Context: an optimization exercise on an open-source flow, tuned for small area, a short achievable clock period and few clock cycles per item. The choices shown serve that exercise and are no tape-out recipe. Where RTL was checked, it was by simulation tests only, not by an equivalence proof against the original.

==> maple: inputs <==
Design fsk_goertzel_demod, start of the top module:
module fsk_goertzel_demod (
    input  wire        clk,
    input  wire        rst,
    input  wire        in_valid,
    output wire        in_ready,
    input  wire [1:0]  in_cmd,
    input  wire [15:0] in_data,
    input  wire [15:0] cfg_spb,
    input  wire [15:0] cfg_coeff0,
    input  wire [15:0] cfg_coeff1,
    output reg         out_valid,
    output reg  [7:0]  out_byte
);
clock: 20.0 ns
lec_check: 0
cap_margin: 20
core_margin: 2
core_utilization: 40
slew_margin: 20
standard.sh (not shown) runs the stock make flow with config.mk's settings and CLKGATE_MAP_FILE= SYNTH_SCRIPT=/design/flow/synth_recipe.tcl, a recipe that flattens the netlist after the stock synthesis.
==> flow/flow/run.sh <==
#!/bin/bash
# Own layout flow: the standard ORFS flow, with the port buffers chosen as
# buf_2 cells and timing repair aiming at a setup slack well above the 20 ns
# clock's (the clock period and all constraints are unchanged).
set -euo pipefail
export BUFFER_PORTS_ARGS="-buffer_cell sky130_fd_sc_hd__buf_2"
export SETUP_SLACK_MARGIN=14.25
bash standard.sh synth > synth.log 2>&1
bash standard.sh > layout.log 2>&1
==> delta: changes against maple <==
--- a/flow/design.v
+++ b/flow/design.v
@@ -9,20 +9,20 @@
     input  wire [15:0] cfg_coeff0,
     input  wire [15:0] cfg_coeff1,
     output reg         out_valid,
     output reg  [7:0]  out_byte
 );
-    reg        rdy;
+    reg        rdy, rdy_o;     
     reg        v0;
     reg [1:0]  c0;
     reg [15:0] xr;
-    assign in_ready = rdy;
+    assign in_ready = rdy_o;
     reg        active, pre, wl, cm2, wl2;
     reg [3:0]  pcnt;
     reg [15:0] wcnt, spb;
     reg [15:0] ca, cb;
-    reg        ida, idb, fra, frb;
+    reg        ida, idb, fra, frb, frm;    
     reg [23:0] s1a, s2a, s1b, s2b;
     reg [23:0] r1;
     wire [23:0] r1_d;
     wire [23:0] r2;
     reg [5:0]  ec;
@@ -44,23 +44,24 @@
     wire do_data  = do_smp && !pre;
     wire trig     = do_data && wl;           
     wire clr      = do_start || do_end;
     wire        active_n = do_start ? 1'b1 : do_end ? 1'b0 : active;
     wire        pre_n    = do_start ? 1'b1 : (do_pre && wl && pcnt == 4'd15) ? 1'b0 : pre;
-    wire [15:0] wcnt_n   = clr ? 16'd0 : do_smp ? (wl ? 16'd0 : wcnt + 16'd1) : wcnt;
-    wire        wl_n     = wcnt_n == spb - 16'd1;
+    wire [15:0] wcnt_n   = (clr || (do_smp && wl)) ? spb : do_smp ? wcnt - 16'd1 : wcnt;
+    wire        wl_n     = wcnt_n == 16'd1;
     wire        dm_n     = active_n && !pre_n;      
     wire        ld_cfg   = !active_n;
     wire [3:0]  pcnt_n   = do_start ? 4'd0 : (do_pre && wl) ? pcnt + 4'd1 : pcnt;
     wire        pe_n     = active_n && pre_n && pcnt_n == 4'd15 && wl_n && spb == 16'd1;
     wire [5:0]  ec_n = rst ? 6'd0 : trig ? 6'd1 : (ec == 6'd0 || ec == 6'd46) ? 6'd0 : ec + 6'd1;
-    wire        rdy_n = !((in_valid && rdy && in_cmd == 2'd0 && dm_n) || trig ||
-                          (ec_n != 6'd0 && ((wl_n && dm_n) || pe_n)));
+    wire        stall_n = trig || (ec_n != 6'd0 && ((wl_n && dm_n) || pe_n));
+    wire        rdy_n   = !((in_valid && rdy && in_cmd == 2'd0 && dm_n) || stall_n);
+    wire        rdy_o_n = !(stall_n || (in_valid && rdy_o && in_cmd == 2'd0 && dm_n));
     wire        commit  = do_data || cm2;
     wire        wlast_c = do_data ? wl : wl2;
-    wire [15:0] xe  = frb ? 16'd0 : xr;
-    wire [23:0] s2e = frb ? 24'd0 : s2b;       
+    wire [15:0] xe  = frm ? 16'd0 : xr;
+    wire [23:0] s2e = frm ? 24'd0 : s2b;       
     wire [23:0] s2m = fra ? 24'd0 : s2a;       
 wire p1_n0 = ca[1] & ~(ca[0] & 1'b0);
 wire p1_o0 = ca[0] ^ 1'b0;
 wire p1_t0 = (ca[1] & ~ca[0] & ~1'b0) | (~ca[1] & ca[0] & 1'b0);
 wire [23:0] p1_y0 = s1a ^ {24{p1_n0}};
@@ -731,10 +732,11 @@
     wire        kill_e = kill || (do_end && !last8);
     always @(posedge clk) begin
         s1b <= s1a;
         s2b <= s2a;
         frb <= clr ? 1'b1 : fra;
+        frm <= fra || clr;
         s1a <= commit ? (frb ? {{8{xr[15]}}, xr} : r2) : s1b;
         s2a <= commit ? (frb ? 24'd0 : s1b) : s2b;
         fra <= clr ? 1'b1 : commit ? wlast_c : frb;
         ca  <= ld_cfg ? cfg_coeff0 : cb;
         cb  <= ld_cfg ? cfg_coeff1 : ca;
@@ -780,19 +782,21 @@
             eida  <= idb;
             last8 <= bcnt == 3'd7;
         end
         if (rst) begin
             rdy       <= 1'b1;
+            rdy_o     <= 1'b1;
             v0        <= 1'b0;
             active    <= 1'b0;
             pre       <= 1'b1;
             cm2       <= 1'b0;
             kill      <= 1'b0;
             bcnt      <= 3'd0;
             out_valid <= 1'b0;
         end else begin
             rdy    <= rdy_n;
+            rdy_o  <= rdy_o_n;
             v0     <= in_valid && rdy;
             active <= active_n;
             pre    <= pre_n;
             cm2    <= do_data;
             kill   <= trig ? 1'b0 : (do_end && ec != 6'd0 && !last8) ? 1'b1 : kill;
==> flow/flow/run.sh (replaced) <==
#!/bin/bash
# Own layout flow: the standard ORFS flow, with the port buffers chosen as
# buf_2 cells and timing repair aiming at a setup slack well above the 20 ns
# clock's (the clock period and all constraints are unchanged).
set -euo pipefail
export BUFFER_PORTS_ARGS="-buffer_cell sky130_fd_sc_hd__buf_2"
export SETUP_SLACK_MARGIN=14.5
bash standard.sh synth > synth.log 2>&1
bash standard.sh > layout.log 2>&1
==> lagoon: changes against maple <==
--- a/flow/design.v
+++ b/flow/design.v
@@ -27,14 +27,12 @@
     wire [23:0] r2;
     reg [5:0]  ec;
     reg [1:0]  ej;
     reg [24:0] m0, m1, m2;
     reg [25:0] d0, d1, d2;
-    reg [27:0] acc;
+    reg [29:0] acc;
     reg        sticky, last8, kill, eida;
-    reg        f_ld, f_l4, f_v, f_pz, f_pd, f_ps, f_mc, f_pre, f_dec, f_e2, f_st, f_cl;
-    reg        bq_one, bq_two, bq_neg;
     reg [2:0]  bcnt;
     wire st_start = v0 && c0 == 2'd1;
     wire st_end   = v0 && c0 == 2'd2;
     wire st_smp   = v0 && c0 == 2'd0;
     wire do_start = st_start && !active && spb != 16'd0;
@@ -50,18 +48,17 @@
     wire        wl_n     = wcnt_n == spb - 16'd1;
     wire        dm_n     = active_n && !pre_n;      
     wire        ld_cfg   = !active_n;
     wire [3:0]  pcnt_n   = do_start ? 4'd0 : (do_pre && wl) ? pcnt + 4'd1 : pcnt;
     wire        pe_n     = active_n && pre_n && pcnt_n == 4'd15 && wl_n && spb == 16'd1;
-    wire [5:0]  ec_n = rst ? 6'd0 : trig ? 6'd1 : (ec == 6'd0 || ec == 6'd46) ? 6'd0 : ec + 6'd1;
+    wire [5:0]  ec_n = trig ? 6'd1 : (ec == 6'd0 || ec == 6'd46) ? 6'd0 : ec + 6'd1;
     wire        rdy_n = !((in_valid && rdy && in_cmd == 2'd0 && dm_n) || trig ||
                           (ec_n != 6'd0 && ((wl_n && dm_n) || pe_n)));
     wire        commit  = do_data || cm2;
     wire        wlast_c = do_data ? wl : wl2;
     wire [15:0] xe  = frb ? 16'd0 : xr;
-    wire [23:0] s2e = frb ? 24'd0 : s2b;       
-    wire [23:0] s2m = fra ? 24'd0 : s2a;       
+    wire [23:0] s2e = frb ? 24'd0 : s2b;
 wire p1_n0 = ca[1] & ~(ca[0] & 1'b0);
 wire p1_o0 = ca[0] ^ 1'b0;
 wire p1_t0 = (ca[1] & ~ca[0] & ~1'b0) | (~ca[1] & ca[0] & 1'b0);
 wire [23:0] p1_y0 = s1a ^ {24{p1_n0}};
 wire p1_pp0_0 = ((p1_o0 & p1_y0[0]) | (p1_t0 & p1_n0));
@@ -712,23 +709,24 @@
 wire p2_w224 = (p2_pp7_22 & p2_w168) | (p2_pp7_22 & p2_w169) | (p2_w168 & p2_w169);
 wire p2_w225 = s2e[23] ^ p2_pp7_23 ^ p2_w170;
 wire p2_w226 = (s2e[23] & p2_pp7_23) | (s2e[23] & p2_w170) | (p2_pp7_23 & p2_w170);
 wire [37:0] p2_sum = {p2_w224, p2_w223, p2_w220, p2_w218, p2_w216, p2_w214, p2_w212, p2_w210, p2_w208, p2_w206, p2_w204, p2_w202, p2_w200, p2_w198, p2_w196, p2_w194, p2_w192, p2_w190, p2_w188, p2_w186, p2_w184, p2_w182, p2_w180, p2_w178, p2_w176, p2_w174, p2_w172, p2_n5, 1'b0, 1'b0, 1'b0, 1'b0, 1'b0, 1'b0, 1'b0, 1'b0, 1'b0, 1'b0} + {p2_w225, p2_w222, p2_w221, p2_w219, p2_w217, p2_w215, p2_w213, p2_w211, p2_w209, p2_w207, p2_w205, p2_w203, p2_w201, p2_w199, p2_w197, p2_w195, p2_w193, p2_w191, p2_w189, p2_w187, p2_w185, p2_w183, p2_w181, p2_w179, p2_w177, p2_w175, p2_w173, p2_w171, 1'b0, 1'b0, 1'b0, 1'b0, 1'b0, 1'b0, 1'b0, 1'b0, 1'b0, 1'b0};
 assign r2 = p2_sum[37:14];
-    wire [1:0]  ej_n = (ec == 6'd6 || ej == 2'd2) ? 2'd0 : ej + 2'd1;
-    wire [27:0] pin = f_pz ? 28'd0 :
-                      f_pd ? {{3{d0[25]}}, d0[25:1]} :
-                      f_ps ? {{2{acc[27]}}, acc[27:2]} : acc;
-    wire [24:0] mc  = f_mc ? {s1b[23], s1b} : m0;
-    wire        q_one = f_pre ? !f_l4 : bq_one;
-    wire        q_two = f_pre ? f_l4 : bq_two;
-    wire        q_neg = f_pre ? (f_l4 | f_v) : (bq_neg ^ f_e2);
-    wire [27:0] mcx = {{3{mc[24]}}, mc};
-    wire [27:0] qsel = q_one ? mcx : q_two ? {mcx[26:0], 1'b0} : 28'd0;
-    wire [27:0] sum = pin + (qsel ^ {28{q_neg}}) + {27'd0, q_neg};
-    wire        d_neg = acc[27];
-    wire        d_pos = !acc[27] && (acc != 28'd0 || sticky);
+    wire        pre_op = ec >= 6'd2 && ec <= 6'd6;
+    wire [29:0] pin = (ec == 6'd2 || ec == 6'd7) ? 30'd0 :
+                      (ec == 6'd5 || ec == 6'd6) ? {{5{d0[25]}}, d0[25:1]} :
+                      (ec >= 6'd8 && ej == 2'd0) ? {{2{acc[29]}}, acc[29:2]} : acc;
+    wire [24:0] mc  = (ec >= 6'd2 && ec <= 6'd4) ? {s1b[23], s1b} : m0;
+    wire        bb2 = d0[2], bb1 = d0[1], bb0 = d0[0];
+    wire        q_one = pre_op ? (ec != 6'd4) : (bb1 ^ bb0);
+    wire        q_two = pre_op ? (ec == 6'd4) : ((bb2 & ~bb1 & ~bb0) | (~bb2 & bb1 & bb0));
+    wire        q_neg = pre_op ? (ec >= 6'd4) : (bb2 ^ (ej == 2'd2));
+    wire [29:0] mcx = {{5{mc[24]}}, mc};
+    wire [29:0] qsel = q_one ? mcx : q_two ? {mcx[28:0], 1'b0} : 30'd0;
+    wire [29:0] sum = pin + (qsel ^ {30{q_neg}}) + {29'd0, q_neg};
+    wire        d_neg = acc[29];
+    wire        d_pos = !acc[29] && (acc != 30'd0 || sticky);
     wire        bit_dec = eida ? d_neg : d_pos;       
     wire        kill_e = kill || (do_end && !last8);
     always @(posedge clk) begin
         s1b <= s1a;
         s2b <= s2a;
@@ -748,62 +746,47 @@
         wl   <= wl_n;
         pcnt <= pcnt_n;
         wl2  <= trig;
         m0 <= m1;
         m1 <= m2;
-        m2 <= f_ld ? {s2b[23], s2b} : f_l4 ? acc[24:0] : m0;
+        m2 <= (ec == 6'd2 || ec == 6'd3) ? {s2b[23], s2b} : (ec == 6'd4) ? acc[24:0] : m0;
         d0 <= d1;
         d1 <= d2;
-        d2 <= f_ld ? {r2[23], r2, 1'b0} :
-              (f_l4 || f_v) ? {sum[24:0], 1'b0} :
+        d2 <= (ec == 6'd2 || ec == 6'd3) ? {r2[23], r2, 1'b0} :
+              (ec >= 6'd4 && ec <= 6'd6) ? {sum[24:0], 1'b0} :
               {d0[25], d0[25], d0[25:3], d0[2]};
         acc <= sum;
-        ec  <= ec_n;
-        ej  <= ej_n;
-        if (f_cl) sticky <= 1'b0;
-        else if (f_st && acc[1:0] != 2'd0) sticky <= 1'b1;
-        f_ld  <= ec_n == 6'd2 || ec_n == 6'd3;
-        f_l4  <= ec_n == 6'd4;
-        f_v   <= ec_n == 6'd5 || ec_n == 6'd6;
-        f_pz  <= ec_n == 6'd2 || ec_n == 6'd7;
-        f_pd  <= ec_n == 6'd5 || ec_n == 6'd6;
-        f_ps  <= ec_n >= 6'd8 && ej_n == 2'd0;
-        f_st  <= ec_n >= 6'd8 && ej_n == 2'd0;
-        f_cl  <= ec_n == 6'd7;
-        f_mc  <= ec_n >= 6'd2 && ec_n <= 6'd4;
-        f_pre <= ec_n >= 6'd2 && ec_n <= 6'd6;
-        f_e2  <= ej_n == 2'd2;
-        f_dec <= ec_n == 6'd46;
-        bq_one <= d1[1] ^ d1[0];
-        bq_two <= (d1[2] & ~d1[1] & ~d1[0]) | (~d1[2] & d1[1] & d1[0]);
-        bq_neg <= d1[2];
+        ej  <= (ec == 6'd6 || ej == 2'd2) ? 2'd0 : ej + 2'd1;
+        if (ec == 6'd7) sticky <= 1'b0;
+        else if (ec >= 6'd8 && ej == 2'd0 && acc[1:0] != 2'd0) sticky <= 1'b1;
         if (trig) begin
             eida  <= idb;
             last8 <= bcnt == 3'd7;
         end
         if (rst) begin
             rdy       <= 1'b1;
             v0        <= 1'b0;
             active    <= 1'b0;
             pre       <= 1'b1;
             cm2       <= 1'b0;
+            ec        <= 6'd0;
             kill      <= 1'b0;
             bcnt      <= 3'd0;
             out_valid <= 1'b0;
         end else begin
             rdy    <= rdy_n;
             v0     <= in_valid && rdy;
             active <= active_n;
             pre    <= pre_n;
             cm2    <= do_data;
+            ec     <= ec_n;
             kill   <= trig ? 1'b0 : (do_end && ec != 6'd0 && !last8) ? 1'b1 : kill;
             out_valid <= 1'b0;
             if (clr) bcnt <= 3'd0;
-            if (f_dec && !kill_e) begin
+            if (ec == 6'd46 && !kill_e) begin
+                out_byte <= {out_byte[6:0], bit_dec};
                 if (!clr) bcnt <= last8 ? 3'd0 : bcnt + 3'd1;
                 out_valid <= last8;
             end
         end
     end
-    always @(posedge clk)
-        if (f_dec && !kill_e) out_byte <= {out_byte[6:0], bit_dec};
 endmodule
==> flow/run.sh (new file) <==
#!/bin/bash
# synth_recipe.tcl (not shown) runs the flow's synth.tcl, then flattens the netlist and writes it again
# the make line also repeats each setting of config.mk as NAME=value (left out here)
make -C /OpenROAD-flow-scripts/flow DESIGN_CONFIG=/design/flow/config.mk WORK_HOME=/design/flow/orfs CLKGATE_MAP_FILE= SYNTH_SCRIPT=/design/flow/synth_recipe.tcl finish
Settings changed: CORE_UTILIZATION 40 to 65.
removed: flow/flow/run.sh
removed: flow/standard.sh
==> notes <==
- Sequential share of layout area, highest first: lagoon, maple, delta.
- In lagoon the clock-buffer cell count is lower than in maple, by 10.
- Against lagoon, the register-to-register slack of maple is higher by 0.68 ns.
- Final area, highest first: delta, maple, lagoon.
- The highest critical path depth belongs to delta, the lowest to maple.
- Between delta and lagoon, the lower via count is in delta (gap about 3%, measured against lagoon).
- In lagoon the clock skew is higher than in maple, by 0.0057 ns.
- In lagoon the synthesized cell count is smaller than in maple, by 1.0%.
Testbench counts of maple, summed over its fixed seeds: cycles 269,736, items 384.
Testbench counts of lagoon, summed over its fixed seeds: cycles 269,736, items 384.
No functional check of the RTL was part of delta.

==> what the ideal ports hide <==
How much do the figures lean on ideal ports? The routed layouts below were timed once more, with nothing changed but the port constraints. Step 1: set_driving_cell puts a clkbuf_16 on clk and a buf_2 on each other input, an assumption about the parent block. Step 2 moves the port delays by t, midway between the first and last clock arrival at a register: inputs arrive t later, outputs are due t later. That takes back most of the time a late clock gives input paths. Slacks: no drivers / after step 1 / after step 2; pairs: no drivers / after step 1.
| run | t, ns | slack for setup (ns) | clock arrival spread, ns | slew at the worst register clock pin (ns) | worst slew at a driven data input, ns |
|---|---|---|---|---|---|
| maple | 0.650 | 14.548 / 14.492 / 14.542 | 0.027 / 0.028 | 0.06 / 0.06 | 0.06 |
| delta | 0.643 | 14.604 / 14.604 / 14.604 | 0.071 / 0.071 | 0.07 / 0.07 | 0.06 |
| lagoon | 0.657 | 13.898 / 13.898 / 13.898 | 0.034 / 0.034 | 0.07 / 0.07 | 0.05 |
After both steps setup and hold are still met in every run listed. For maple, which loses most, drivers alone change the setup slack by -0.056 ns; drivers and shift together by -0.006 ns.
